Background: an optimization exercise with open tools, aiming at small area and a short achievable clock period. Do not read the settings as production practice. Only simulation tests tie the RTL to the original design; equivalence was not proved. Power is estimated from default activity; no workload was simulated.

## flow/flow/run.sh

```bash
#!/bin/bash
set -uo pipefail
bash standard.sh SETUP_SLACK_MARGIN=8.6 finish > standard_flow.log 2>&1
```

## flow/standard.sh

```bash
#!/bin/bash
# synth_recipe.tcl (not shown) runs the flow's synth.tcl, then flattens the netlist and writes it again
# the make line also repeats each setting of config.mk as NAME=value (left out here)
make -C /OpenROAD-flow-scripts/flow DESIGN_CONFIG=/design/flow/config.mk WORK_HOME=/design/flow/orfs CLKGATE_MAP_FILE= SYNTH_SCRIPT=/design/flow/synth_recipe.tcl "${@:-finish}"
```

## flow/config.mk

```make
export PLATFORM = sky130hd
export DESIGN_NAME = f007th_core
export DESIGN_NICKNAME = f007th_core
export VERILOG_FILES = /design/flow/design.v
export SDC_FILE = /design/flow/constraint.sdc
export NUM_CORES = 4
export LEC_CHECK = 0
export ABC_CLOCK_PERIOD_IN_PS = 2500
export CAP_MARGIN = 20
export CORE_MARGIN = 2
export CORE_UTILIZATION = 70
export CTS_BUF_LIST = sky130_fd_sc_hd__clkbuf_16
export CTS_CLUSTER_DIAMETER = 50
export CTS_CLUSTER_SIZE = 25
export PLACE_DENSITY = 0.8
export SLEW_MARGIN = 20
```

## flow/constraint.sdc

```tcl
create_clock -name core_clock -period 12.0 [get_ports {clk}]
set_input_delay 2.4000 -clock core_clock [delete_from_list [all_inputs] [get_ports {clk}]]
set_output_delay 2.4000 -clock core_clock [all_outputs]
set_load 0.01 [all_outputs]
```

## flow/design.v

```verilog
module f007th_core (
    input  wire        clk,
    input  wire        rst,
    input  wire        rx,
    output reg         o_valid,
    output reg  [2:0]  o_err,
    output reg  [7:0]  o_dev,
    output reg  [3:0]  o_ch,
    output reg         o_batt,
    output reg  [11:0] o_tcode,
    output reg  [7:0]  o_hum
);
    localparam [1:0] PH_SEARCH = 2'd0;
    localparam [1:0] PH_SHORT  = 2'd1;
    localparam [1:0] PH_LONG   = 2'd2;
    localparam integer NSLOT = 256;
    localparam integer WW    = 18;
    reg [1:0] ph;
    reg [3:0] tmr;
    reg       exp_lvl;
    reg [3:0] hdr;
    reg       fz;
    reg [2:0] nbits;
    reg [2:0] nbytes;
    wire match    = (rx == exp_lvl);
    wire tmr_last = (tmr == 4'd1);
    wire hchk     = (ph == PH_LONG) && tmr_last;
    wire exp_new  = exp_lvl ^ match;
    wire bit_val  = exp_new;
    wire hdr_ok   = (hdr >= 4'd10);
    wire hdr_hit  = hchk && !fz && bit_val;
    wire hdr_err  = hchk && !fz && !bit_val && !hdr_ok;
    wire emit     = hchk && (fz || (!bit_val && hdr_ok));
    wire byte_done = emit && (nbits == 3'd7);
    wire frame     = hchk && fz && (nbits == 3'd7) && (nbytes == 3'd5);
    wire qchk_fail = (ph == PH_SHORT) && tmr_last && !match;
    wire restart   = qchk_fail || hdr_err || frame || (ph == 2'b11);
    always @(posedge clk) begin
        if (rst || restart) begin
            ph      <= PH_SEARCH;
            tmr     <= 4'd0;
            exp_lvl <= 1'b1;
            hdr     <= 4'd0;
            fz      <= 1'b0;
            nbits   <= 3'd6;
            nbytes  <= 3'd0;
        end else begin
            case (ph)
                PH_SEARCH: begin
                    if (match) begin
                        ph  <= PH_SHORT;
                        tmr <= 4'd4;
                    end
                end
                PH_SHORT: begin
                    if (!tmr_last) begin
                        tmr <= tmr - 1'b1;
                    end else begin
                        ph  <= PH_LONG;
                        tmr <= 4'd8;
                    end
                end
                PH_LONG: begin
                    if (!tmr_last) begin
                        tmr <= tmr - 1'b1;
                    end else begin
                        ph      <= PH_SEARCH;
                        tmr     <= 4'd0;
                        exp_lvl <= exp_new;
                        if (hdr_hit && !hdr_ok)
                            hdr <= hdr + 4'd1;
                        if (emit)
                            fz <= 1'b1;
                        if (emit) begin
                            if (byte_done) begin
                                nbits  <= 3'd0;
                                nbytes <= nbytes + 3'd1;
                            end else begin
                                nbits  <= nbits + 3'd1;
                            end
                        end
                    end
                end
                default: ;
            endcase
        end
    end
    reg [31:0] d;
    always @(posedge clk)
        if (emit && (nbytes < 3'd5))
            d <= {d[30:0], bit_val};
    wire [7:0]  f_dev   = d[31:24];
    wire        f_batt  = d[23];
    wire [2:0]  f_chraw = d[22:20];
    wire [11:0] f_tcode = d[19:8];
    wire [7:0]  f_hum   = d[7:0];
    reg  [7:0] slot;
    wire [7:0] k_dev = d[15:8];
    reg  [7:0] k_a, k_b;
    reg        k_sub;
    always @(*) begin
        k_sub = 1'b0;
        case (d[6:4])
            3'd0: begin k_a = k_dev;      k_b = 8'd0;        end   
            3'd1: begin k_a = k_dev << 1; k_b = 8'd0;        end   
            3'd2: begin k_a = k_dev << 1; k_b = k_dev;       end   
            3'd3: begin k_a = k_dev << 2; k_b = 8'd0;        end   
            3'd4: begin k_a = k_dev << 2; k_b = k_dev;       end   
            3'd5: begin k_a = k_dev << 2; k_b = k_dev << 1;  end   
            3'd6: begin k_a = k_dev << 3; k_b = k_dev; k_sub = 1'b1; end   
            default: begin k_a = k_dev << 3; k_b = 8'd0;     end   
        endcase
    end
    wire [7:0] key = k_sub ? (k_a - k_b) : (k_a + k_b);
    always @(posedge clk)
        if (nbytes == 3'd3 && nbits == 3'd0)
            slot <= key;
    reg [NSLOT*WW-1:0] ring;
    reg [7:0]          ptr;
    reg                clr;
    reg                wbp;       
    reg [WW-1:0]       h;         
    reg           hit;       
    wire [WW-1:0] rout = ring[NSLOT*WW-1 -: WW];
    wire [WW-1:0] rin  = clr ? {WW{1'b0}} : ((wbp && hit) ? h : rout);
    always @(posedge clk)
        ring <= {ring[NSLOT*WW-WW-1:0], rin};
    always @(posedge clk) begin
        if (rst) begin
            ptr <= 8'd0;
            clr <= 1'b1;
        end else begin
            ptr <= ptr + 8'd1;
            if (ptr == 8'd255)
                clr <= 1'b0;
        end
    end
    always @(posedge clk)
        hit <= (ptr + 8'd1 == slot);
    wire [10:0] s_tcode = h[17:7];
    wire [6:0]  s_hum   = h[6:0];
    wire        s_set   = (s_tcode != 11'd0);
    wire [11:0] t_d = {1'b0, f_tcode[10:0]} - {1'b0, s_tcode};
    wire [7:0]  h_d = {1'b0, f_hum[6:0]} - {1'b0, s_hum};
    wire t_near = t_d[11] ? (t_d[10:0] >= 11'd1976) : (t_d[10:0] <= 11'd72);
    wire h_near = h_d[7]  ? (h_d[6:0]  >= 7'd124)   : (h_d[6:0]  <= 7'd4);
    wire chk_id = (f_dev != 8'd0);
    wire chk_tr = (f_tcode >= 12'd181) && (f_tcode <= 12'd1619);
    wire chk_hr = (f_hum < 8'd100);
    wire chk_tj = !s_set || t_near;
    wire chk_hj = !s_set || h_near;
    reg [2:0] verdict;
    always @(posedge clk) begin
        if (!chk_id)      verdict <= 3'd1;
        else if (!chk_tr) verdict <= 3'd2;
        else if (!chk_hr) verdict <= 3'd3;
        else if (!chk_tj) verdict <= 3'd4;
        else if (!chk_hj) verdict <= 3'd5;
        else              verdict <= 3'd0;
    end
    wire accept = frame && (verdict == 3'd0);
    always @(posedge clk) begin
        if (accept)
            h <= {f_tcode[10:0], f_hum[6:0]};
        else if (hit && !wbp)
            h <= rout;
    end
    always @(posedge clk) begin
        if (rst)
            wbp <= 1'b0;
        else if (accept)
            wbp <= 1'b1;
        else if (hit)
            wbp <= 1'b0;
    end
    always @(posedge clk) begin
        o_valid <= !rst && frame;
        o_err   <= verdict;
        o_dev   <= f_dev;
        o_ch    <= {1'b0, f_chraw} + 4'd1;
        o_batt  <= f_batt;
        o_tcode <= f_tcode;
        o_hum   <= f_hum;
    end
endmodule
```

==> results of run 1 <==
-- cell families after synthesis --
family | count (synthesis) | synth area share
compound gates | 151 | 0.0108
xor+xnor | 35 | 0.00309
fa+ha+maj | 45 | 0.00581
buf+inv | 74 | 0.00294
flops | 4735 | 0.962
mux | 34 | 0.00396
simple gates | 226 | 0.0111
-- cell usage after synthesis, types with 5 or more instances --
cell,instances,area share
dfxtp_1,4677,0.94
nand2_1,70,0.0027
edfxtp_1,58,0.018
nor2_1,57,0.0022
a21oi_1,46,0.0023
ha_1,42,0.0053
inv_1,42,0.0016
clkbuf_1,23,0.00087
mux2_2,21,0.0024
o21ai_0,21,0.0011
nand3_1,18,0.00091
xnor2_1,18,0.0016
xor2_1,17,0.0015
nor2b_1,15,0.00095
nor3_1,11,0.00056
mux2i_1,10,0.0010
nor4_1,10,0.00063
a211oi_1,9,0.00068
nand2b_1,9,0.00057
and3_1,7,0.00044
a21o_1,6,0.00045
a22oi_1,5,0.00038
o21a_1,5,0.00038
o22ai_1,5,0.00032
-- power breakdown --
group / internal (mW) / switching [mW]
logic: 0.0189 / 0.0278
clock network: 3.49 / 4.73
registers: 15.7 / 0.00649
-- flip-flops by register name (all words and copies together), names as in the netlist, 3 cells and up --
register and flops:
ring 4608, d 32, h 18, o_tcode 12, o_dev 8, o_hum 8, ptr 8, slot 8
hdr 4, o_ch 4, tmr 4, nbits 3, nbytes 3, o_err 3, verdict 3
-- worst paths after layout --
check                           slack [ps]  cells past startpoint    endpoint
worst min-delay path                   310                      0   ring[744]
worst min register to register         310                      0   ring[744]
worst max register to register        8700                      8  verdict[0]
worst max-delay path                  8320                      1    o_hum[5]
-- through the flow --
step | std cells | total power [mW] | area [um2] | worst slack (ps)
3_5_place_dp | 7202 | 16.1 | 102000 | 7360
6_report | 7515 | 24.0 | 108000 | 8320
2_1_floorplan | 5300 | 16.1 | 99100 | 8560
3_3_place_gp | 7202 | 16.1 | 102000 | 7390
4_1_cts | 7493 | 24.1 | 108000 | 8250
5_1_grt | 7514 | 24.7 | 108000 | 8250
-- area by class of cell --
type | instances | area share
clock buffers | 224 | 0.0517
inverters | 43 | 0.00154
well taps | 1890 | 0.0218
repair buffers | 72 | 0.00557
diodes | 1 | 0.0000231
multi-input cells | 492 | 0.0331
flip-flops and latches | 4735 | 0.880
clock inverters | 58 | 0.00575
-- what timing repair did --
item	CTS	global route
gates resized for setup	177	43
endpoints found under the setup margin	80	93
pin swaps	4	8
buffers inserted	8	20
gates cloned	1	1
-- layer usage --
layer	vias to the layer above	share of wire	GRT usage
met5	-	0.00018	0
met4	4	0.023	0.0594
li1	17000	-	-
met2	616	0.49	0.347
met1	16800	0.45	0.291
met3	265	0.033	0.0349
==> impl_metrics.yaml, run 1 <==
run_status:
  status: "complete, no violations"
critical_path:
  crit_arrival_ps: 1280
  start_kind: "register"
  startpoint: "o_hum[5]"
  path_max_fanout: 1
  r2r_start: "d[12]"
  crit_chain: "buf_6"
  worst_path_max_delay_cell: "dfxtp_2"
  crit_required_ps: 9600
  path_class: "reg -> out"
  crit_family: "flip-flops"
  critPathCaptureType: "primary output"
  critical_path_buf_inv_count: 1
  max_stage_delay_ps: 350
die:
  die-height_um: 380
  num_io_pins: 40
  die_w_um: 380
  dieArea_um2: 145000
  row_count: 138
  start_util: 0.703
  core_um2: 141000
timing:
  grt_setup_unrepaired: "true"
  period_minus_slack_ps: 3680
  hold_viol: 0
  period_share: 0.307
  worst_clock_skew_ps: 46.2
  fmax_ghz: 0.272
  worst_slew_pin_slew_ps: 1090
  holdWs_ps: 306
  relSlewSlack: 0.274
  finalMaxSlewViolations: 0
  finalSetupTns_ps: 0
  finalSetupViolCount: 0
cts:
  root_buffer: "clkbuf_16"
  ctsHoldBuffers: 0
  clkSinkCount: 4735
  cts_max_path_buffers: 3
  path_clk_slew_ps: 120
  cts_made_buffers: 220
  cts_tree: "built"
  htreeDepth: 4
  worstSkewPairLatency_ps: 850
final_layout:
  multi_input_area_um2: 3580
  drive_gt1_frac: 0.0750
  final_common_cell: "dfxtp_1"
  fill_cells: 6899
  finish.utilization: 0.768
  nNetsFinal: 5611
  final_cell_mix: "dfxtp_1, clkbuf_16, nand2_1"
  area_delta_synth_final_pct: 9.32
  register_area_um2: 95400
hold_path:
  hp-class: "reg -> reg"
  hold_start: "ring[726]"
detailed_routing:
  post-route-drc-count: 0
  drtIter0Drc: 1876
  routedWlPerCell_um: 19.6
  vias_per_cell: 4.61
  ant_nets: 0
  dr.pass1.iters: 5
  routed_wl_um: 147000
  vias: 34700
power:
  ir_drop_mv: 0.165
  p_leak_nw: 43.2
  power_density_nw_per_um2: 222
placement:
  io_buffers: 39
  globalplace.congestion: 0.753
  hpwl_um: 60700
logic_synthesis:
  async_flop_share: 0
  syn_nets: 5347
  postSynthAreaPerCell_um2: 18.7
  ys_ff_latch: 4735
  yosysSeqAreaShare: 0.962
  yosys_warnings: 1
  synth-edff-count: 58
  synth.distinct_cells: 81
  ys.flop_type: "dfxtp_1"
  synth_area_um2: 99100
  syn_inst: 5300
job:
  drv_cap: 0
grt:
  grt_pass1_wl_um: 234000
  antenna_found_initial: 8
  grt_max_degree: 35
  gr-total-overflow: 0
  grt_usage: 0.210
  grt_pass1_vias: 38500
==> run 2, diff against run 1 <==
==> flow/flow/run.sh (replaced) <==
#!/bin/bash
set -uo pipefail
bash standard.sh SETUP_SLACK_MARGIN=8.6 "CTS_ARGS=-sink_clustering_enable -repair_clock_nets -sink_clustering_size 25 -sink_clustering_max_diameter 50 -buf_list sky130_fd_sc_hd__clkbuf_16 -dont_use_dummy_load" finish > standard_flow.log 2>&1
==> run 2 against run 1 <==
Still clean. Sequential power hardly changed. Clock skew up 53 ps. Clock power decreased by 5.5%. Area after synthesis did not move. Die area unchanged.
==> impl_metrics.yaml, run 2 <==
critical_path:
  path_class: "reg -> out"
  max_stage_delay_ps: 320
  crit_arrival_ps: 1220
  crit_required_ps: 9600
  worst_path_max_delay_cell: "dfxtp_2"
  r2r_slack_ps: 8710
  crit_family: "flip-flops"
  critPathCaptureType: "primary output"
  crit_chain: "buf_6"
  path_max_fanout: 1
  critical_path_buf_inv_count: 1
  start_kind: "register"
die:
  start_util: 0.703
  core_um2: 141000
  dieArea_um2: 145000
  die-height_um: 380
  row_count: 138
  num_io_pins: 40
  die_w_um: 380
grt:
  grt_pass1_vias: 38200
  gr-total-overflow: 0
  grt_usage: 0.207
  grt_max_degree: 35
  antenna_found_initial: 7
  grt_pass1_wl_um: 231000
cts:
  path_clk_slew_ps: 90
  cts_made_buffers: 220
  cts_max_path_buffers: 3
  htreeDepth: 4
  worstSkewPairLatency_ps: 830
  clkSinkCount: 4735
  root_buffer: "clkbuf_16"
  cts_tree: "built"
placement:
  io_buffers: 39
  pre_cts_ws_ps: 7360
  hpwl_um: 60700
  globalplace.congestion: 0.753
  placed_cell_area_um2: 102000
detailed_routing:
  vias_per_cell: 4.62
  post-route-drc-count: 0
  drtIter0Drc: 1987
  ant_nets: 0
  routed_wl_um: 145000
  dr.pass1.iters: 5
  routedWlPerCell_um: 19.5
  vias: 34400
final_layout:
  register_area_um2: 95400
  drive_gt1_frac: 0.0669
  top_register: "ring"
  largest_registers: "ring (4608), d (32), h (18)"
  area_delta_synth_final_pct: 8.57
  fill_cells: 6974
  multi_input_area_um2: 3540
  final_cell_mix: "dfxtp_1, clkbuf_16, nand2_1"
  fin_area_um2: 108000
  largest_register_ffs: 4608
  final_common_cell: "dfxtp_1"
  nNetsFinal: 5608
timing:
  period_minus_slack_ps: 3620
  worst_slew_pin_slew_ps: 1050
  period_share: 0.302
  relSlewSlack: 0.301
  grt_setup_unrepaired: "true"
  hold_viol: 0
  finalSetupViolCount: 0
  fin_ws_ps: 8380
  finalSetupTns_ps: 0
  worst_clock_skew_ps: 99.5
  finalMaxSlewViolations: 0
  fmax_ghz: 0.276
logic_synthesis:
  yosysSeqAreaShare: 0.962
  syn_nets: 5347
  synthTopCellsByArea: "dfxtp_1, edfxtp_1, ha_1"
  async_flop_share: 0
  yosys.area.top_type_share: 0.945
  yosysTopAreaCell: "dfxtp_1"
  ys.flop_type: "dfxtp_1"
  synth.distinct_cells: 81
  ys_ff_latch: 4735
  synth_area_um2: 99100
  yosys_warnings: 1
  synth-edff-count: 58
  synthMostInstantiatedCell: "dfxtp_1"
  postSynthAreaPerCell_um2: 18.7
  ys_top_cells_by_count: "dfxtp_1, nand2_1, edfxtp_1"
  syn_inst: 5300
power:
  internal_power_mw: 19.0
  switching_power_mw: 4.54
  clkPwrFrac: 0.330
  power_density_nw_per_um2: 219
  comb_power_share: 0.002
  ir_drop_mv: 0.170
  seq_power_share: 0.668
  switching_share: 0.193
  p_leak_nw: 42.8
hold_path:
  hp-class: "reg -> reg"
job:
  drv_cap: 0
run_status:
  status: "complete, no violations"
[run 2: cell types whose count changed in the layout (fill, tap and decap cells not counted), sizes merged, moves of 2 or more]
cell,previous run,this run
clkinv,21,0
clkdlybuf4s50,2,0
inv,76,43
clkbuf,225,221
buf,69,66
dlymetal6s2s,0,2
bufinv,3,0
[run 2: path summary, 6_finish.rpt]
path              startpoint    endpoint  cells past startpoint
setup / recovery     o_ch[1]     o_ch[1]                      1
hold / removal     ring[234]   ring[252]                      0
setup reg to reg       d[12]  verdict[0]                      8
hold reg to reg    ring[234]   ring[252]                      0
[run 2: cell type report]
type,instances,share of cell area
multi-input combinational,492,0.0329
inverter,43,0.00152
sequential,4735,0.887
timing repair buffer,69,0.00583
clock buffer,220,0.0512
antenna,1,0.0000233
tap,1890,0.0220
[run 2: worst register-to-register path: cells and delay by family (launching register included)]
kind / cells / cell delay [ps]
and+or+nand+nor: 2 / 280
DFF: 1 / 800
AOI/OAI and AO/OA: 5 / 1570
adders and majority gates: 1 / 500
[run 2: cell families (layout without fill, tap and decap cells)]
kind of cell / after synthesis / after routing / share of synthesized area
flops: 4735 / 4735 / 0.962
other cells: 0 / 1 / 0
buf+inv: 74 / 332 / 0.00294
compound gates: 151 / 151 / 0.0108
xor+xnor: 35 / 35 / 0.00309
simple gates: 226 / 227 / 0.0111
fa+ha+maj: 45 / 45 / 0.00581
mux: 34 / 34 / 0.00396
[run 2: through the flow]
stage / instances / utilization / power (mW) / hold WS, ps
final: 7450 / 0.763 / 23.6 / 260
after global routing: 7449 / 0.763 / 24.2 / 261
after CTS: 7431 / 0.761 / 23.7 / 266
after detailed placement: 7202 / 0.722 / 16.1 / 312
after global placement: 7202 / 0.722 / 16.1 / 310
after floorplan: 5300 / - / 16.1 / 310
[run 2: repair_timing]
item,CTS,global route
resized for setup,181,37
hold buffers,0,0
setup buffers,8,16
pin swaps,4,3
cloned,1,1
setup endpoints to repair,83,93
[run 2: power groups by stage]
| stage | Sequential [mW] | Combinational [mW] | Clock [mW] |
|---|---|---|---|
| 6_report | 15.7 | 0.0470 | 7.77 |
| 3_5_place_dp | 16.1 | 0.0441 | 0 |
| 4_1_cts | 15.7 | 0.0464 | 7.91 |
| 3_3_place_gp | 16.1 | 0.0450 | 0 |
| 5_1_grt | 15.7 | 0.0524 | 8.41 |
| 2_1_floorplan | 16.1 | 0.0351 | 0 |
[run 2: metal layers]
layer,GRT usage,vias up,wire length (um)
li1,-,16900,-
met1,0.286,16600,66200
met2,0.343,595,71100
met3,0.0364,269,5000
met4,0.0545,8,3180
met5,0,-,46
==> run 3, diff against run 2 <==
==> flow/flow/run.sh (replaced) <==
#!/bin/bash
set -uo pipefail
bash standard.sh SETUP_SLACK_MARGIN=8.45 "CTS_ARGS=-sink_clustering_enable -repair_clock_nets -sink_clustering_size 25 -sink_clustering_max_diameter 50 -buf_list sky130_fd_sc_hd__clkbuf_16 -dont_use_dummy_load" finish > standard_flow.log 2>&1
==> flow/config.mk (replaced) <==
export PLATFORM = sky130hd
export DESIGN_NAME = f007th_core
export DESIGN_NICKNAME = f007th_core
export VERILOG_FILES = /design/flow/design.v
export SDC_FILE = /design/flow/constraint.sdc
export NUM_CORES = 4
export LEC_CHECK = 0
export ABC_AREA = 1
export CAP_MARGIN = 20
export CORE_MARGIN = 2
export CORE_UTILIZATION = 70
export PLACE_DENSITY = 0.8
export SLEW_MARGIN = 20
==> run 3 against run 2 <==
Area after synthesis is 0.34% lower. Still clean on timing, DRC and antenna. Critical path depth did not move. Clock skew rose by 31 ps. First-iteration DRC count up 0.10%. Cell count up 0.70%. Flip-flop and latch count unchanged. Maximum frequency shrank 2.7%. Critical endpoint is now o_tcode[5]. Count of clock-buffer cells in the layout fell by 1. Global-route usage rose by 0.56 points. Highest routed layer unchanged.
==> impl_metrics.yaml, run 3 <==
die:
  die-height_um: 380
  num_io_pins: 40
  start_util: 0.707
  core_um2: 140000
  die_w_um: 380
  row_count: 137
  dieArea_um2: 144000
final_layout:
  register_area_um2: 95400
  final_cell_mix: "dfxtp_1, clkbuf_16, nand2_1"
  multi_input_area_um2: 2940
  largest_registers: "ring (4608), d (32), h (18)"
  fill_cells: 6986
  final_cells: 7502
  drive_gt1_frac: 0.0580
  largest_register_ffs: 4608
  top_register: "ring"
  area_delta_synth_final_pct: 8.49
  final_common_cell: "dfxtp_1"
  nNetsFinal: 5667
critical_path:
  crit_family: "flip-flops"
  critPathCaptureType: "primary output"
  crit_chain: "buf_6"
  start_kind: "register"
  worst_path_max_delay_cell: "dfxtp_4"
  crit_arrival_ps: 1330
  crit_required_ps: 9600
  path_class: "reg -> out"
  r2r_slack_ps: 8640
  critical_path_buf_inv_count: 1
  max_stage_delay_ps: 380
  path_max_fanout: 1
logic_synthesis:
  synth.distinct_cells: 48
  synth-edff-count: 58
  synth_area_um2: 98800
  syn_inst: 5355
  syn_nets: 5402
  postSynthAreaPerCell_um2: 18.4
  synthMostInstantiatedCell: "dfxtp_1"
  yosys_warnings: 1
  async_flop_share: 0
  ys.flop_type: "dfxtp_1"
  yosysTopAreaCell: "dfxtp_1"
  yosysSeqAreaShare: 0.966
  ys_top_cells_by_count: "dfxtp_1, nand2_1, inv_1"
  ys_ff_latch: 4735
  yosys.area.top_type_share: 0.948
  synthTopCellsByArea: "dfxtp_1, edfxtp_1, ha_1"
power:
  p_leak_nw: 42.9
  power_density_nw_per_um2: 220
  finalPower_mw: 23.6
  ir_drop_mv: 0.179
timing:
  finalSetupTns_ps: 0
  grt_setup_unrepaired: "true"
  holdWs_ps: 250
  period_minus_slack_ps: 3730
  finalMaxSlewViolations: 0
  worst_slew_pin_slew_ps: 921
  hold_viol: 0
  worst_clock_skew_ps: 131
  finalSetupViolCount: 0
  period_share: 0.310
  fmax_ghz: 0.268
  relSlewSlack: 0.385
grt:
  grt_max_degree: 35
  antenna_found_initial: 10
  grt_pass1_wl_um: 231000
  grt_pass1_vias: 37900
  grt_usage: 0.212
  gr-total-overflow: 0
placement:
  globalplace.congestion: 0.775
  io_buffers: 39
  hpwl_um: 66700
  place_inst: 7263
hold_path:
  hp-class: "reg -> reg"
cts:
  root_buffer: "clkbuf_16"
  path_clk_slew_ps: 100
  cts_tree: "built"
  worstSkewPairLatency_ps: 840
  cts_made_buffers: 219
  ctsHoldBuffers: 0
  clkSinkCount: 4735
  htreeDepth: 4
  cts_max_path_buffers: 3
job:
  drv_cap: 0
detailed_routing:
  dr.pass1.iters: 5
  routed_wl_um: 150000
  vias_per_cell: 4.58
  routedWlPerCell_um: 20.0
  post-route-drc-count: 0
  drtIter0Drc: 1989
  ant_nets: 0
  vias: 34300
run_status:
  status: "complete, no violations"
## run 3: changes by cell type after synthesis, moves of 13 or more
cell,change
inv_1,+62
clkbuf_1,-15
nand2_1,+69
nor2_1,+13
mux2_2,-21
nand3_1,+13
o21ai_1,+15
nor2b_1,-15
## run 3: through the flow
| step | setup WS, ps | area [um2] | util |
|---|---|---|---|
| 6_report | 8270 | 107000 | 0.767 |
| 5_1_grt | 8230 | 107000 | 0.767 |
| 4_1_cts | 8200 | 107000 | 0.766 |
| 3_5_place_dp | 7250 | 102000 | 0.727 |
| 3_3_place_gp | 7330 | 102000 | 0.727 |
| 2_1_floorplan | 8450 | 98800 | - |
## run 3: metal layers
layer	up-vias	wire length, um	track usage
met4	2	3680	0.0600
met5	-	15	0
li1	16900	-	-
met1	16600	64600	0.277
met2	506	76500	0.370
met3	269	4930	0.0336
## run 3: power breakdown
group          internal (mW)  switching [mW]
Clock                   3.25            4.52
Combinational         0.0170          0.0289
Sequential              15.7         0.00484
Total                   19.0            4.55
## run 3: cell type report
class / instances / area share
clock buffers: 219 / 0.0511
multi-input cells: 492 / 0.0274
repair buffers: 53 / 0.00465
flip-flops and latches: 4735 / 0.890
inverters: 119 / 0.00429
diodes: 8 / 0.000187
well taps: 1876 / 0.0219
## run 3: cells by family (layout without fill, tap and decap cells)
family          after synthesis  count (layout)  share of synthesized area
other cells                   0               8                          0
fa+ha+maj                    44              44                    0.00573
flops                      4735            4735                      0.966
simple gates                289             290                     0.0128
buf+inv                     129             391                    0.00493
compound gates              123             123                    0.00765
mux                           5               5                   0.000570
xor+xnor                     30              30                    0.00266
## run 3: path summary, 6_finish.rpt
kind         depth (start not counted)          to        from
max                                  1  o_tcode[5]  o_tcode[5]
min                                  0  ring[4511]  ring[4493]
max reg2reg                         17     slot[7]        d[5]
min reg2reg                          0  ring[4511]  ring[4493]
## run 3: timing repair
item | CTS | global route
gates cloned | 1 | 0
setup buffers | 3 | 8
resized for setup | 182 | 18
endpoints found under the setup margin | 69 | 60
pin swaps | 1 | 2
==> run 4, diff against run 3 <==
--- a/flow/config.mk
+++ b/flow/config.mk
@@ -6,5 +6,4 @@
 export NUM_CORES = 4
 export LEC_CHECK = 0
-export ABC_AREA = 1
 export CAP_MARGIN = 20
 export CORE_MARGIN = 2
==> run 4 against run 3 <==
Register-to-register slack got worse by 120 ps. Area after synthesis increased by 0.34%. Clock power about the same. Sequential power about the same. Hold slack improved by 7.4 ps. Flip-flop and latch count unchanged.
==> impl_metrics.yaml, run 4 <==
cts:
  cts_made_buffers: 220
  clkSinkCount: 4735
  cts_max_path_buffers: 3
  worstSkewPairLatency_ps: 840
  root_buffer: "clkbuf_16"
  cts_tree: "built"
  htreeDepth: 4
  path_clk_slew_ps: 90
  ctsHoldBuffers: 0
detailed_routing:
  highest_layer: "met5"
  m1WireLength_um: 66400
  routedWlPerCell_um: 19.7
  dr.pass1.iters: 5
  routed_wl_um: 147000
  vias_per_cell: 4.63
  drtIter0Drc: 2011
  route.met2.wl_um: 71100
  vias: 34400
  dr_wl_met3_um: 5100
  post-route-drc-count: 0
  ant_nets: 0
final_layout:
  fin_area_um2: 107000
  final_cell_mix: "dfxtp_1, clkbuf_16, nand2_1"
  drive_gt1_frac: 0.0619
  largest_registers: "ring (4608), d (32), h (18)"
  nNetsFinal: 5586
  largest_register_ffs: 4608
  final_common_cell: "dfxtp_1"
  area_delta_synth_final_pct: 8.31
  finish.utilization: 0.761
  fill_cells: 7012
  top_register: "ring"
  n_antenna_cell: 0
logic_synthesis:
  synthMostInstantiatedCell: "dfxtp_1"
  yosys_warnings: 1
  synth-edff-count: 58
  synthTopCellsByArea: "dfxtp_1, edfxtp_1, ha_1"
  yosysSeqAreaShare: 0.962
  yosys.area.top_type_share: 0.945
  postSynthAreaPerCell_um2: 18.7
  synth.distinct_cells: 81
  ys_ff_latch: 4735
  syn_nets: 5347
  syn_inst: 5300
  synth_area_um2: 99100
  yosysTopAreaCell: "dfxtp_1"
  ys.flop_type: "dfxtp_1"
  async_flop_share: 0
  ys_top_cells_by_count: "dfxtp_1, nand2_1, edfxtp_1"
placement:
  placed_cell_area_um2: 102000
  hpwl_um: 61600
  globalplace.congestion: 0.741
  io_buffers: 39
grt:
  grt_pass1_wl_um: 231000
  grt_usage: 0.208
  antenna_found_initial: 6
  gr-total-overflow: 0
  grt_pass1_vias: 37900
  grt_max_degree: 35
job:
  drv_cap: 0
timing:
  hold_viol: 0
  finalMaxSlewViolations: 0
  period_minus_slack_ps: 3660
  finalSetupViolCount: 0
  fmax_ghz: 0.273
  finalSetupTns_ps: 0
  worst_clock_skew_ps: 103
  relSlewSlack: 0.233
  grt_setup_unrepaired: "true"
  worst_slew_pin_slew_ps: 1150
  period_share: 0.305
critical_path:
  path_class: "reg -> out"
  start_kind: "register"
  critPathCaptureType: "primary output"
  max_stage_delay_ps: 330
  crit_family: "flip-flops"
  crit_required_ps: 9600
  critical_path_buf_inv_count: 1
  crit_arrival_ps: 1260
  crit_chain: "buf_6"
  worst_path_max_delay_cell: "dfxtp_2"
  path_max_fanout: 1
die:
  dieArea_um2: 145000
  die_w_um: 380
  die-height_um: 380
  num_io_pins: 40
  row_count: 138
  core_um2: 141000
  start_util: 0.703
power:
  power_density_nw_per_um2: 220
  comb_power_share: 0.002
  internal_power_mw: 19.0
  switching_power_mw: 4.56
  seq_power_share: 0.667
  p_leak_nw: 42.6
  switching_share: 0.194
  ir_drop_mv: 0.150
  clkPwrFrac: 0.331
hold_path:
  hp-class: "reg -> reg"
run_status:
  status: "complete, no violations"
==> run 4: power groups by stage <==
stage / sequential, mW / clock [mW] / combinational, mW
finish: 15.7 / 7.79 / 0.0465
global route: 15.7 / 8.41 / 0.0539
CTS: 15.7 / 7.92 / 0.0461
detailed placement: 16.1 / 0 / 0.0454
global placement: 16.1 / 0 / 0.0463
floorplan: 16.1 / 0 / 0.0350
==> run 4: cells by family after synthesis <==
| logic type | count (synthesis) | share of synthesized area |
|---|---|---|
| AOI/OAI and AO/OA | 151 | 0.0108 |
| xor gates and xnor gates | 35 | 0.00309 |
| buffers and inverters | 74 | 0.00294 |
| DFF | 4735 | 0.962 |
| adders and majority gates | 45 | 0.00581 |
| muxes | 34 | 0.00396 |
| and+or+nand+nor | 226 | 0.0111 |
==> run 4: layout make-up <==
cell class	instances	area (um2)	area share
Inverter	43	164	0.00153
Tap cell	1890	2360	0.0220
Timing Repair Buffer	47	404	0.00377
Multi-Input combinational cell	492	3500	0.0326
Clock buffer	220	5510	0.0513
Sequential cell	4735	95400	0.889
==> run 4: what timing repair did <==
item / in CTS / in global routing
gates cloned: 0 / 1
pin swaps: 0 / 3
setup buffers: 0 / 3
resized for setup: 169 / 34
endpoints found under the setup margin: 79 / 69
==> run 4: path summary, 6_finish.rpt <==
check / depth (start not counted) / start / slack [ps] / endpoint
max: 1 / o_hum[5] / 8340 / o_hum[5]
min: 0 / ring[18] / 260 / ring[36]
max reg2reg: 7 / tmr[0] / 8520 / h[13]
min reg2reg: 0 / ring[18] / 260 / ring[36]
==> run 4: routing by layer <==
| metal | vias to the layer above | global-route usage |
|---|---|---|
| met1 | 16600 | 0.286 |
| met4 | 4 | 0.0625 |
| met3 | 288 | 0.0349 |
| met2 | 644 | 0.342 |
| met5 | - | 0 |
| li1 | 16900 | - |
==> run 4: per-stage QoR <==
stage / power (mW) / worst slack, ps / instances / hold slack (ps)
after floorplan: 16.1 / 8490 / 5300 / 310
after global placement: 16.1 / 7350 / 7203 / 311
after detailed placement: 16.1 / 7370 / 7203 / 312
after CTS: 23.7 / 8250 / 7423 / 240
after global routing: 24.2 / 8260 / 7427 / 246
final: 23.6 / 8340 / 7427 / 257
==> run 5, diff against run 4 <==
--- a/flow/design.v
+++ b/flow/design.v
@@ -126,4 +126,5 @@
     always @(posedge clk)
         ring <= {ring[NSLOT*WW-WW-1:0], rin};
+    wire [7:0] ptr_nx = {ptr[6:0], ptr[7] ^ ptr[5] ^ ptr[4] ^ ptr[3] ^ (ptr[6:0] == 7'd0)};
     always @(posedge clk) begin
         if (rst) begin
@@ -131,11 +132,11 @@
             clr <= 1'b1;
         end else begin
-            ptr <= ptr + 8'd1;
-            if (ptr == 8'd255)
+            ptr <= ptr_nx;
+            if (ptr == 8'd128)
                 clr <= 1'b0;
         end
     end
     always @(posedge clk)
-        hit <= (ptr + 8'd1 == slot);
+        hit <= (ptr_nx == slot);
     wire [10:0] s_tcode = h[17:7];
     wire [6:0]  s_hum   = h[6:0];
==> flow/flow/run.sh (replaced) <==
#!/bin/bash
set -uo pipefail
bash standard.sh SETUP_SLACK_MARGIN=8.5 "CTS_ARGS=-sink_clustering_enable -repair_clock_nets -sink_clustering_size 30 -sink_clustering_max_diameter 35 -buf_list sky130_fd_sc_hd__clkbuf_16 -dont_use_dummy_load" finish > standard_flow.log 2>&1
==> run 5 against run 4 <==
The run now fails in clock tree synthesis (4_1_cts). Synthesized cell count decreased by 0.25%. Area after synthesis decreased by 0.19%.
==> impl_metrics.yaml, run 5 <==
die:
  start_util: 0.707
  row_count: 137
  num_io_pins: 40
  die_w_um: 380
  die-height_um: 380
cts:
  ctsHoldBuffers: 0
  cts_resized: 186
  cts_max_path_buffers: 4
  clkSinkCount: 4735
  htreeDepth: 5
  post_cts_buffers: 9
  root_buffer: "clkbuf_16"
  cts_made_buffers: 422
logic_synthesis:
  synth_area_um2: 98900
  ys_ff_latch: 4735
  ys.flop_type: "dfxtp_1"
  synth.distinct_cells: 72
  synth-edff-count: 58
  synthMostInstantiatedCell: "dfxtp_1"
  yosysTopAreaCell: "dfxtp_1"
  postSynthAreaPerCell_um2: 18.7
  yosys.area.top_type_share: 0.947
  synthTopCellsByArea: "dfxtp_1, edfxtp_1, ha_1"
  ys_top_cells_by_count: "dfxtp_1, nand2_1, nor2_1"
  async_flop_share: 0
  yosys_warnings: 1
  yosysSeqAreaShare: 0.964
  syn_nets: 5333
  syn_inst: 5287
placement:
  globalplace.congestion: 0.739
  hpwl_um: 64000
  io_buffers: 39
  pre_cts_ws_ps: 7490
run_status:
  status: "did not finish"
  lastStage: "clock tree synthesis (4_1_cts)"
  error: "[ERROR DPL-0033] detailed placement checks failed during check placement."
-- run 5: cell count changes after synthesis, sizes merged, moves of 5 or more --
cell	delta
nor3	+5
xnor2	+7
xor2	-5
a21oi	+5
o21ai	+5
nand3	-11
-- run 5: worst min path at each step --
| stage | from | to | slack [ps] | depth (start not counted) |
|---|---|---|---|---|
| floorplan | ring[982] | ring[1000] | 310 | 0 |
| global placement | ring[4522] | ring[4540] | 310 | 0 |
| detailed placement | ring[1002] | ring[1020] | 310 | 0 |
-- run 5: kinds of logic after synthesis --
logic type	share of synthesized area
xor+xnor	0.00328
fa+ha+maj	0.00559
flops	0.964
compound gates	0.00935
buf+inv	0.00304
mux	0.00387
simple gates	0.0108
-- run 5: metrics by stage --
step | utilization | cells | instance area (um2) | hold WS, ps
after floorplan | - | 5287 | 98900 | 310
after global placement | 0.726 | 7177 | 102000 | 310
after detailed placement | 0.726 | 7177 | 102000 | 312
-- run 5: power groups by stage --
stage / logic, mW / registers, mW / clock network, mW
floorplan: 0.0357 / 16.1 / 0
global placement: 0.0517 / 16.1 / 0
detailed placement: 0.0484 / 16.1 / 0
==> run 6, diff against run 5 <==
--- a/flow/design.v
+++ b/flow/design.v
@@ -4,10 +4,10 @@
     input  wire        rx,
     output reg         o_valid,
-    output reg  [2:0]  o_err,
-    output reg  [7:0]  o_dev,
+    output wire [2:0]  o_err,
+    output wire [7:0]  o_dev,
     output reg  [3:0]  o_ch,
-    output reg         o_batt,
-    output reg  [11:0] o_tcode,
-    output reg  [7:0]  o_hum
+    output wire        o_batt,
+    output wire [11:0] o_tcode,
+    output wire [7:0]  o_hum
 );
     localparam [1:0] PH_SEARCH = 2'd0;
@@ -177,10 +177,10 @@
     always @(posedge clk) begin
         o_valid <= !rst && frame;
-        o_err   <= verdict;
-        o_dev   <= f_dev;
         o_ch    <= {1'b0, f_chraw} + 4'd1;
-        o_batt  <= f_batt;
-        o_tcode <= f_tcode;
-        o_hum   <= f_hum;
     end
+    assign o_err   = verdict;
+    assign o_dev   = f_dev;
+    assign o_batt  = f_batt;
+    assign o_tcode = f_tcode;
+    assign o_hum   = f_hum;
 endmodule
==> flow/flow/run.sh (replaced) <==
#!/bin/bash
set -uo pipefail
bash standard.sh SETUP_SLACK_MARGIN=8.5 \
  "CTS_ARGS=-sink_clustering_enable -repair_clock_nets -sink_clustering_size 25 -sink_clustering_max_diameter 50 -buf_list sky130_fd_sc_hd__clkbuf_16 -dont_use_dummy_load" \
  finish > standard_flow.log 2>&1
==> run 6 against run 5 <==
The run again fails in clock tree synthesis (4_1_cts). Synthesized cell count is 0.28% lower. Area after synthesis down 0.51%.
==> impl_metrics.yaml, run 6 <==
placement:
  globalplace.congestion: 0.717
  io_buffers: 39
  hpwl_um: 65600
logic_synthesis:
  postSynthAreaPerCell_um2: 18.7
  syn_inst: 5272
  syn_nets: 5317
  async_flop_share: 0
  synth.distinct_cells: 69
  yosysTopAreaCell: "dfxtp_1"
  ys.flop_type: "dfxtp_1"
  synth_area_um2: 98400
  ys_top_cells_by_count: "dfxtp_1, nand2_1, edfxtp_1"
  synthTopCellsByArea: "dfxtp_1, edfxtp_1, ha_1"
  yosysSeqAreaShare: 0.963
  ys_ff_latch: 4703
  synthMostInstantiatedCell: "dfxtp_1"
  yosys_warnings: 1
  yosys.area.top_type_share: 0.945
  synth-edff-count: 58
cts:
  cts_made_buffers: 219
  clkSinkCount: 4703
  cts_max_path_buffers: 3
  post_cts_buffers: 34
  root_buffer: "clkbuf_16"
  ctsHoldBuffers: 0
  cts_resized: 177
  htreeDepth: 4
die:
  row_count: 137
  num_io_pins: 40
  start_util: 0.705
  die_w_um: 379
  die-height_um: 379
run_status:
  lastStage: "clock tree synthesis (4_1_cts)"
  error: "[ERROR DPL-0033] detailed placement checks failed during check placement."
  status: "did not finish"
run 6: cell count changes after synthesis, sizes merged, moves of 4 or more:
cell    delta
dfxtp     -32
buf       +29
nor2      -13
o21ai      +8
clkbuf     -6
o211ai     -5
o21a       +5
a31oi      +4
o22ai      -4
xnor2      -4
run 6: worst max-delay path by stage:
| stage | endpoint | slack [ps] | cells past startpoint | from |
|---|---|---|---|---|
| after floorplan | d[0] | 8520 | 4 | rx |
| after global placement | d[2] | 7370 | 4 | rx |
| after detailed placement | d[3] | 7340 | 4 | rx |
run 6: metrics by stage:
stage,power (mW),instances,area (um2),worst slack [ps],util
after floorplan,16.0,5272,98400,8520,-
after global placement,16.0,7137,101000,7370,0.723
after detailed placement,16.0,7137,101000,7340,0.723
run 6: cell families after synthesis:
logic type / count (synthesis) / share of synthesized area
multiplexers: 35 / 0.00397
adder cells (fa/ha/maj): 42 / 0.00549
AO/OA/AOI/OAI: 158 / 0.0102
AND/OR/NAND/NOR: 200 / 0.00979
flip-flops: 4703 / 0.963
buffers and inverters: 100 / 0.00501
XOR/XNOR: 34 / 0.00303
run 6: power groups by stage:
stage	clock network, mW	registers [mW]	logic (mW)
global placement	0	16.0	0.0490
floorplan	0	16.0	0.0361
detailed placement	0	16.0	0.0468
==> run 7, diff against run 6 <==
==> flow/flow/run.sh (replaced) <==
#!/bin/bash
# Standard ORFS layout through the standard.sh (unchanged synthesis) with
# these changes to how the layout is made:
set -uo pipefail
RES=orfs/results/sky130hd/f007th_core/base
export LIB=$FLOW_HOME/platforms/sky130hd/lib/sky130_fd_sc_hd__tt_025C_1v80.lib
export RES

attempt() {  # n util density cluster_size cluster_diameter
  local n=$1
  rm -f out/final.def
  bash standard.sh SETUP_SLACK_MARGIN=8.5 CORE_UTILIZATION=$2 PLACE_DENSITY=$3 \
    "CTS_ARGS=-sink_clustering_enable -repair_clock_nets -sink_clustering_size $4 -sink_clustering_max_diameter $5 -buf_list sky130_fd_sc_hd__clkbuf_16 -dont_use_dummy_load" \
    finish > standard_flow_$n.log 2>&1 || return 1
  [[ -f out/final.def && -f $RES/6_final.spef ]] || return 1
  openroad -no_init -exit flow/slewcheck.tcl > slewcheck_$n.log 2>&1 || return 1
  local w
  w=$(awk '/^WORST_CLK_SLEW/ {print $2}' slewcheck_$n.log)
  [[ -n "$w" ]] || return 1
  awk -v w="$w" 'BEGIN { exit !(w < 0.118) }'
}

attempt 1 70 0.8 25 50 && exit 0
mv orfs orfs_try1
attempt 2 65 0.75 20 40 && exit 0
mv orfs orfs_try2
attempt 3 60 0.7 16 35 && exit 0
[[ -f out/final.def ]]
==> flow/flow/slewcheck.tcl (new file) <==
# Prints the worst flip-flop clock-pin slew (ns) of the finished layout, using
# the final extracted parasitics that ORFS wrote.
set res $::env(RES)
read_liberty $::env(LIB)
read_db $res/6_final.odb
read_sdc $::env(FLOW_SDC)
set_propagated_clock [all_clocks]
read_spef $res/6_final.spef
set worst 0
foreach pin [get_pins -hierarchical */CLK] {
  set s [get_property $pin slew_max]
  if {$s > $worst} { set worst $s }
}
puts "WORST_CLK_SLEW $worst"
==> run 7 against run 6 <==
The run now finishes clean. Synthesized cell count is the same. Area after synthesis is the same.
==> impl_metrics.yaml, run 7 <==
run_status:
  status: "complete, no violations"
detailed_routing:
  post-route-drc-count: 0
  routed_wl_um: 139000
  dr.pass1.iters: 4
  vias: 34500
  dr_wl_met3_um: 4320
  m1WireLength_um: 65500
  highest_layer: "met5"
  ant_nets: 0
  drtIter0Drc: 1465
  routedWlPerCell_um: 18.1
  route.met2.wl_um: 65500
  vias_per_cell: 4.49
logic_synthesis:
  syn_nets: 5317
  ys_top_cells_by_count: "dfxtp_1, nand2_1, edfxtp_1"
  synth-edff-count: 58
  syn_inst: 5272
  ys.flop_type: "dfxtp_1"
  yosysSeqAreaShare: 0.963
  synth.distinct_cells: 69
  yosys_warnings: 1
  yosysTopAreaCell: "dfxtp_1"
  synth_area_um2: 98400
  async_flop_share: 0
  synthMostInstantiatedCell: "dfxtp_1"
  yosys.area.top_type_share: 0.945
  synthTopCellsByArea: "dfxtp_1, edfxtp_1, ha_1"
  ys_ff_latch: 4703
  postSynthAreaPerCell_um2: 18.7
critical_path:
  path_class: "reg -> out"
  start_kind: "register"
  critical_path_buf_inv_count: 1
  crit_chain: "buf_2"
  critPathCaptureType: "primary output"
  crit_required_ps: 9600
  worst_path_max_delay_cell: "edfxtp_1"
  path_max_fanout: 2
  crit_arrival_ps: 1570
  r2r_cells: 15
  max_stage_delay_ps: 500
  path_depth: 1
  crit_family: "flip-flops"
placement:
  globalplace.congestion: 0.733
  hpwl_um: 51500
  placed_cell_area_um2: 101000
  place_inst: 7279
  io_buffers: 39
final_layout:
  top_register: "ring"
  n_antenna_cell: 0
  final_common_cell: "dfxtp_1"
  largest_register_ffs: 4608
  area_delta_synth_final_pct: 12.2
  nNetsFinal: 5712
  fin_area_um2: 110000
  final_cell_mix: "dfxtp_1, clkbuf_16, nand2_1"
  final_cells: 7681
  largest_registers: "ring (4608), d (32), h (18)"
  drive_gt1_frac: 0.0881
timing:
  period_minus_slack_ps: 3970
  period_share: 0.330
  finalSetupTns_ps: 0
  relSlewSlack: 0.255
  hold_viol: 0
  fmax_ghz: 0.252
  finalMaxSlewViolations: 0
  grt_setup_unrepaired: "true"
  holdWs_ps: 276
  worst_slew_pin_slew_ps: 1120
  finalSetupViolCount: 0
  worst_clock_skew_ps: 86.0
die:
  dieArea_um2: 155000
  num_io_pins: 40
  start_util: 0.656
  core_um2: 150000
  die_w_um: 393
  row_count: 142
  die-height_um: 393
cts:
  path_clk_slew_ps: 80
  htreeDepth: 5
  clkSinkCount: 4703
  cts_max_path_buffers: 4
  ctsHoldBuffers: 0
  worstSkewPairLatency_ps: 900
  cts_made_buffers: 357
  cts_tree: "built"
  root_buffer: "clkbuf_16"
grt:
  grt_max_degree: 31
  grt_usage: 0.187
  grt_pass1_wl_um: 222000
  gr-total-overflow: 0
  antenna_found_initial: 7
  grt_pass1_vias: 38200
job:
  drv_cap: 0
hold_path:
  min_path_cells: 0
  hp-class: "reg -> reg"
power:
  power_density_nw_per_um2: 234
  p_leak_nw: 44.1
  ir_drop_mv: 0.171
## run 7: routing by layer
layer / up-vias / GRT usage
li1: 17100 / -
met1: 16600 / 0.260
met2: 500 / 0.299
met3: 288 / 0.0339
met4: 2 / 0.0620
met5: - / 0
## run 7: repair_timing
action | 4_1_cts | 5_1_grt
setup endpoints to repair | 74 | 91
pin swaps | 2 | 3
gates cloned | 3 | 0
resized for setup | 171 | 19
buffers inserted | 32 | 10
## run 7: stage by stage
step | setup slack (ps) | power, mW | utilization
global route | 7950 | 26.6 | 0.735
finish | 8030 | 25.8 | 0.735
global placement | 7430 | 16.0 | 0.673
detailed placement | 7390 | 16.0 | 0.673
CTS | 7960 | 26.1 | 0.734
floorplan | 8520 | 16.0 | -
## run 7: cell families (layout without fill, tap and decap cells)
group                    Yosys count  count (layout)  share of synthesized area
flip-flops                      4703            4703                      0.963
AND/OR/NAND/NOR                  200             201                    0.00979
AO/OA/AOI/OAI                    158             158                     0.0102
buffers and inverters            100             492                    0.00501
adder cells (fa/ha/maj)           42              42                    0.00549
multiplexers                      35              35                    0.00397
XOR/XNOR                          34              34                    0.00303
## run 7: power breakdown
group	total (mW)	switching, mW	leakage, nW	internal, mW
Combinational	0.0460	0.0274	1.74	0.0186
Sequential	15.6	0.00681	38.0	15.6
Clock	10.1	4.88	4.40	5.24
Total	25.8	4.92	44.1	20.9
## run 7: worst paths after layout
path | start | end | slack, ps
worst max-delay path | d[11] | o_tcode[3] | 8030
worst min-delay path | ring[846] | ring[864] | 280
worst max register to register | d[6] | slot[6] | 8720
worst min register to register | ring[846] | ring[864] | 280
## run 7: area by class of cell
cell class	instances	area, um2
fill	8058	39700
timing repair buffer	90	743
inverter	45	169
clock buffer	357	8930
sequential	4703	94700
tap	2016	2520
multi-input combinational	470	3290
==> run 8, diff against run 7 <==
--- a/flow/design.v
+++ b/flow/design.v
@@ -4,10 +4,10 @@
     input  wire        rx,
     output reg         o_valid,
-    output wire [2:0]  o_err,
-    output wire [7:0]  o_dev,
+    output reg  [2:0]  o_err,
+    output reg  [7:0]  o_dev,
     output reg  [3:0]  o_ch,
-    output wire        o_batt,
-    output wire [11:0] o_tcode,
-    output wire [7:0]  o_hum
+    output reg         o_batt,
+    output reg  [11:0] o_tcode,
+    output reg  [7:0]  o_hum
 );
     localparam [1:0] PH_SEARCH = 2'd0;
@@ -177,10 +177,10 @@
     always @(posedge clk) begin
         o_valid <= !rst && frame;
+        o_err   <= verdict;
+        o_dev   <= f_dev;
         o_ch    <= {1'b0, f_chraw} + 4'd1;
+        o_batt  <= f_batt;
+        o_tcode <= f_tcode;
+        o_hum   <= f_hum;
     end
-    assign o_err   = verdict;
-    assign o_dev   = f_dev;
-    assign o_batt  = f_batt;
-    assign o_tcode = f_tcode;
-    assign o_hum   = f_hum;
 endmodule
==> run 8 against run 7 <==
Highest routed layer unchanged. Largest power group unchanged. Flip-flop and latch count increased by 32. Maximum frequency increased by 7.3%. Register-to-register slack improved by 20 ps. Global-route usage down 0.34 points. Setup slack improved by 270 ps. Count of clock-buffer cells in the layout up 11. Clock skew shrank 9.0 ps.
==> impl_metrics.yaml, run 8 <==
timing:
  finalMaxSlewViolations: 0
  grt_setup_unrepaired: "true"
  period_minus_slack_ps: 3700
  fin_ws_ps: 8300
  fmax_ghz: 0.271
  worst_clock_skew_ps: 77.0
  worst_slew_pin_slew_ps: 956
  period_share: 0.308
  relSlewSlack: 0.357
  finalSetupTns_ps: 0
  finalSetupViolCount: 0
  hold_viol: 0
job:
  drv_cap: 0
placement:
  io_buffers: 39
  pre_cts_ws_ps: 7530
  globalplace.congestion: 0.723
  hpwl_um: 50300
  placed_cell_area_um2: 102000
hold_path:
  hp-class: "reg -> reg"
  min_path_cells: 0
  hold_start: "ring[4556]"
  hold_end: "ring[4574]"
logic_synthesis:
  yosysTopAreaCell: "dfxtp_1"
  postSynthAreaPerCell_um2: 18.7
  syn_inst: 5287
  synthMostInstantiatedCell: "dfxtp_1"
  yosys.area.top_type_share: 0.947
  syn_nets: 5333
  synth-edff-count: 58
  synth.distinct_cells: 72
  ys_ff_latch: 4735
  ys.flop_type: "dfxtp_1"
  synth_area_um2: 98900
  yosys_warnings: 1
  ys_top_cells_by_count: "dfxtp_1, nand2_1, nor2_1"
  async_flop_share: 0
  synthTopCellsByArea: "dfxtp_1, edfxtp_1, ha_1"
  yosysSeqAreaShare: 0.964
grt:
  grt_max_degree: 33
  antenna_found_initial: 5
  gr-total-overflow: 0
  grt_usage: 0.183
  grt_pass1_wl_um: 224000
  grt_pass1_vias: 38800
cts:
  cts_made_buffers: 368
  ctsHoldBuffers: 0
  root_buffer: "clkbuf_16"
  htreeDepth: 5
  cts_max_path_buffers: 4
  path_clk_slew_ps: 60
  clkSinkCount: 4735
  cts_tree: "built"
  worstSkewPairLatency_ps: 890
die:
  dieArea_um2: 155000
  die-height_um: 394
  core_um2: 152000
  start_util: 0.653
  die_w_um: 394
  row_count: 143
  num_io_pins: 40
final_layout:
  largest_registers: "ring (4608), d (32), h (18)"
  largest_register_ffs: 4608
  final_common_cell: "dfxtp_1"
  top_register: "ring"
  fin_area_um2: 111000
  nNetsFinal: 5724
  final_cell_mix: "dfxtp_1, clkbuf_16, nand2_1"
  area_delta_synth_final_pct: 12.2
  drive_gt1_frac: 0.0840
critical_path:
  max_stage_delay_ps: 320
  crit_arrival_ps: 1300
  r2r_cells: 14
  r2r_slack_ps: 8740
  critPathCaptureType: "primary output"
  crit_family: "flip-flops"
  crit_required_ps: 9600
  start_kind: "register"
  r2r_start: "d[4]"
  path_depth: 1
  crit_chain: "buf_6"
  path_max_fanout: 1
  worst_path_max_delay_cell: "dfxtp_2"
  timing.rr.end: "slot[7]"
  path_class: "reg -> out"
  critical_path_buf_inv_count: 1
detailed_routing:
  ant_nets: 0
  vias: 34600
  routed_wl_um: 137000
  post-route-drc-count: 0
  vias_per_cell: 4.49
  routedWlPerCell_um: 17.8
  dr.pass1.iters: 4
  drtIter0Drc: 1459
power:
  power_density_nw_per_um2: 235
  ir_drop_mv: 0.164
  finalPower_mw: 26.1
  p_leak_nw: 44.3
run_status:
  status: "complete, no violations"
run 8: changes by cell type after synthesis, sizes merged, moves of 4 or more:
cell / previous run / this run
o22ai: 1 / 5
dfxtp: 4645 / 4677
nor2: 49 / 62
clkbuf: 17 / 23
o211ai: 1 / 6
o21ai: 34 / 26
a31oi: 5 / 1
xnor2: 21 / 25
buf: 38 / 9
o21a: 6 / 1
run 8: power breakdown:
part           switching, mW  internal, mW
registers            0.00630          15.7
clock network           4.95          5.40
logic                 0.0283        0.0190
run 8: per-layer routing:
| layer | global-route usage | part of all wire | vias to the layer above |
|---|---|---|---|
| met3 | 0.0346 | 0.032 | 295 |
| li1 | - | - | 17100 |
| met1 | 0.251 | 0.46 | 16700 |
| met4 | 0.0606 | 0.026 | 4 |
| met5 | 0 | 0.00016 | - |
| met2 | 0.298 | 0.48 | 520 |
run 8: kinds of logic (layout without fill, tap and decap cells):
logic type	count (synthesis)	in the layout	share of synthesized area
simple gates	220	221	0.0108
fa+ha+maj	43	43	0.00559
compound gates	141	141	0.00935
xor+xnor	37	37	0.00328
flops	4735	4735	0.964
buf+inv	76	464	0.00304
other cells	0	1	0
mux	35	35	0.00387
run 8: how the worst max path moves through the flow:
stage,from,to,slack [ps]
6_report,o_tcode[10],o_tcode[10],8300
5_1_grt,o_tcode[8],o_tcode[8],8220
4_1_cts,o_hum[5],o_hum[5],8230
3_5_place_dp,rst,nbytes[2],7530
3_3_place_gp,rst,nbits[1],7560
2_1_floorplan,rx,tmr[2],8550
run 8: through the flow:
step | instances | hold WS, ps | utilization
global placement | 7331 | 310 | 0.672
floorplan | 5287 | 310 | -
finish | 7707 | 266 | 0.733
detailed placement | 7331 | 312 | 0.672
global route | 7706 | 264 | 0.733
CTS | 7704 | 261 | 0.732
run 8: layout make-up:
| type | count | area [um2] |
|---|---|---|
| inverters | 44 | 165 |
| well taps | 2030 | 2540 |
| diodes | 1 | 2.50 |
| flip-flops and latches | 4735 | 95400 |
| multi-input cells | 477 | 3290 |
| repair buffers | 52 | 419 |
| fillers | 8139 | 40500 |
| clock buffers | 368 | 9210 |
run 8: repair_timing:
item,in CTS,in global routing
gates resized for setup,159,31
setup buffers,5,1
pin swaps,1,1
cloned,0,1
endpoints found under the setup margin,41,89

[what the ideal ports hide]
How much do the figures lean on ideal ports? The routed layouts below were timed once more, with nothing changed but the port constraints. Step 1 (the two cells are an assumption about what drives the block):
set clk [get_ports {clk}]
set_driving_cell -lib_cell sky130_fd_sc_hd__clkbuf_16 $clk
set_driving_cell -lib_cell sky130_fd_sc_hd__buf_2 [delete_from_list [all_inputs] $clk]
Step 2 times the ports against the registers' clock, not the clock port: input delays grow and output delays shrink by t, the midpoint of the rising clock arrivals with the driver on. Slacks: no drivers / after step 1 / after step 2; pairs: no drivers / after step 1.
| run | shift t [ns] | slack for setup (ns) | worst register clock-pin slew, ns |
|---|---|---|---|
| run 1 | 0.901 | 8.318 / 8.246 / 7.726 | 0.12 / 0.12 |
| run 2 | 0.857 | 8.377 / 8.307 / 8.119 | 0.11 / 0.11 |
| run 3 | 0.868 | 8.275 / 8.198 / 7.798 | 0.12 / 0.12 |
| run 4 | 0.877 | 8.336 / 8.266 / 7.683 | 0.12 / 0.12 |
| run 7 | 0.940 | 8.034 / 7.961 / 7.596 | 0.10 / 0.10 |
| run 8 | 0.932 | 8.304 / 8.232 / 7.612 | 0.11 / 0.11 |
After both steps setup and hold are still met in every run listed. The setup slack of run 8, which loses most, moves by -0.072 ns with the drivers and by -0.692 ns with both steps.
